This design comes from an exercise in tuning for small area, a short achievable clock period and few clock cycles on the open sky130 flow, not from production work.
No activity file was given, so power comes from the tool's default toggle rates.

==> flow/design.v (excerpt) <==
module frame_engine (
    input  wire        clk,
    input  wire        rst,           
    input  wire        cmd_valid,
    output wire        cmd_ready,
    input  wire [31:0] cmd_data,
    output reg         rsp_valid,
    output wire [31:0] rsp_data,
    output wire        frm_valid,
    input  wire        frm_ready,
    output wire [7:0]  frm_data,
    output wire        frm_first,
    output wire        frm_last
);
    localparam [7:0] P_MARKER0 = 8'hA5;
    localparam [7:0] P_MARKER1 = 8'h5A;
    localparam [7:0] P_VERSION = 8'h01;
    localparam [7:0] P_TYPE    = 8'h01;
    function [15:0] crc_step;
        input [15:0] r;
        input [7:0]  b;
        integer      n;
        reg   [15:0] t;
        begin
            t = r ^ {b, 8'h00};
            for (n = 0; n < 8; n = n + 1)
                t = t[15] ? ((t << 1) ^ 16'h1021) : (t << 1);
            crc_step = t;
        end
    endfunction
    wire [7:0] op = cmd_data[31:24];
    wire is_nop    = (cmd_data == 32'h00000000);
    wire is_init   = (cmd_data == 32'h01000000);
    wire is_seed   = (op == 8'h02) && (cmd_data[23:16] == 8'h00);
    wire is_update = (op == 8'h03) && (cmd_data[23:8]  == 16'h0000);
    wire is_read   = (cmd_data == 32'h04000000);
    wire is_hdr    = (op == 8'h08);
    wire is_feed   = (op == 8'h10) && (cmd_data[23:8]  == 16'h0000);
    wire is_status = (cmd_data == 32'h20000000);
    wire is_legal  = is_nop | is_init | is_seed | is_update | is_read |
                     is_hdr | is_feed | is_status;
    reg [7:0]  ring [0:127];
    reg [7:0]  qhead;       
    reg [7:0]  vtail;       
    reg [7:0]  qtail;       
    reg [6:0]  blen;        
    reg [6:0]  bend;        
    reg [7:0]  level;       
    reg        feed_ok;     
    reg        avail;       
    reg [15:0] pcrc;        
  ...
Size in the first run: ~4,200 cells after synthesis, ~1,200 flip-flops.
clock: 11.0 ns
lec_check: 0
cap_margin: 20
cell_pad_in_sites_detail_placement: 1
cell_pad_in_sites_global_placement: 2
core_margin: 2
core_utilization: 50
cts_buf_list: sky130_fd_sc_hd__clkbuf_8
cts_cluster_size: 30
setup_slack_margin: 5
slew_margin: 20
run.sh (not shown) runs the stock make flow with config.mk's settings and CLKGATE_MAP_FILE= SYNTH_SCRIPT=/design/flow/synth_recipe.tcl, a recipe that flattens the netlist after the stock synthesis.
The starting point finished with timing, DRC and antenna clean.
Edit:
--- a/flow/config.mk
+++ b/flow/config.mk
@@ -11,6 +11,5 @@
 export CORE_MARGIN = 2
 export CORE_UTILIZATION = 50
-export CTS_BUF_LIST = sky130_fd_sc_hd__clkbuf_8
-export CTS_CLUSTER_SIZE = 30
+export CTS_BUF_LIST = sky130_fd_sc_hd__clkbuf_4
 export SETUP_SLACK_MARGIN = 5
 export SLEW_MARGIN = 20
Effect: The changed run finished clean. Global-route usage went up by 0.21 points. Synthesized cell count is unchanged. Area after synthesis does not change. Final area rises by 0.98%.
No run of this note included a check of the RTL's function; only the layout flow was run.

run A:
frame_engine, a different RTL version from the one above (not shown whole).
Size in the first run: ~3000 cells after synthesis, ~1200 flip-flops, about 52000 µm² of cells after synthesis.
clock: 11.0 ns
lec_check: 0
cap_margin: 20
cell_pad_in_sites_detail_placement: 1
cell_pad_in_sites_global_placement: 2
core_margin: 2
core_utilization: 50
cts_cluster_diameter: 120
cts_cluster_size: 24
slew_margin: 20
standard.sh (not shown) runs the stock make flow with config.mk's settings and CLKGATE_MAP_FILE= SYNTH_SCRIPT=/design/flow/synth_recipe.tcl, a recipe that flattens the netlist after the stock synthesis.
==> flow/flow/run.sh <==
#!/bin/bash
set -euo pipefail
bash standard.sh SETUP_SLACK_MARGIN=7 finish > standard_flow.log 2>&1
Edits applied to the flow inputs when going from run A to run B:
Settings: CTS_CLUSTER_DIAMETER: 120 -> 100; CTS_CLUSTER_SIZE: 24 -> 20.
[summary]
Run A reports its start point of the critical path as cmd_data[29] while run B reports cmd_data[10].
Per the comparison of run B with run A, sequential share of layout area fell by 0.78 points, sequential cell area saw little to no change.
Run B: full flow OK, the timing, DRC and antenna checks passed
Run A has lower critical path required time than run B.
Total global-route track usage for run B: 0.40 points up relative to run A
What run C does differently from run B at the input level:
Settings: changing CTS_CLUSTER_SIZE from 20 to 24; changing CTS_CLUSTER_DIAMETER from 100 to 120.
==> flow/flow/run.sh <==
#!/bin/bash
set -euo pipefail
bash standard.sh SETUP_SLACK_MARGIN=6.75 finish > standard_flow.log 2>&1
[summary]
Per the comparison of run C with run B, total routing usage reported by global routing lower; final area down 1200 µm²; detailed-routing wirelength on met1 flat; total buffers and inverters traversed by the critical path moved down.
Diff run B -> run C | net switching power figure | down by a few percent
From run B to run C the numbers moved as follows: flip-flop and latch count after synthesis shows no meaningful change; total power draw shows a reduction of 4.1%; routed wire length shows a reduction of 0.94%; critical-path maximum fanout shows an increase of 4.
Compared run C vs run B, and final-layout clock buffer total is down in run C.
Looking at final-stage net count, run C sits below run B.
Edits applied to the flow inputs when going from run C to run D:
==> flow/flow/run.sh <==
#!/bin/bash
set -euo pipefail
bash standard.sh SETUP_SLACK_MARGIN=7.25 finish > standard_flow.log 2>&1
[summary]
Run D: post-placement worst setup slack is 0.017 ns higher than what run C reported.
Compare run C and run D | minimum clock period lower: run D
Worst reg-to-reg setup slack came out lower on run D than on run C.
No run of this note included a check of the RTL's function; only the layout flow was run.

==> what the ideal ports hide <==
How much do the figures lean on ideal ports? The routed layouts below were timed once more, with nothing changed but the port constraints.
Step 1 sets driving cells, clkbuf_16 on the clock port and buf_2 on the other inputs (assumed; they add their load-dependent delay and slew).
Step 2 times the ports against the registers' clock, not the clock port: input delays grow and output delays shrink by t, the midpoint of the rising clock arrivals with the driver on.
Slacks: ideal / step 1 / step 2; pairs: ideal / step 1.
run | t, ns | setup WS [ns] | worst hold slack (ns)
the first run of note 1 | 0.920 | 4.931 / 4.931 / 4.223 | 0.468 / 0.468 / 0.468
the second run of note 1 | 1.251 | 5.059 / 5.035 / 4.061 | 0.469 / 0.469 / 0.469
run A | 0.764 | 6.377 / 6.422 / 5.658 | 0.510 / 0.510 / 0.510
run B | 0.732 | 6.223 / 6.274 / 5.542 | 0.508 / 0.508 / 0.508
run C | 0.767 | 6.288 / 6.317 / 5.550 | 0.509 / 0.509 / 0.509
run D | 0.747 | 6.353 / 6.387 / 5.640 | 0.513 / 0.513 / 0.513
After both steps every run listed still meets setup and hold. For the second run of note 1, which loses most, drivers alone change the setup slack by -0.024 ns; drivers and shift together by -0.998 ns.
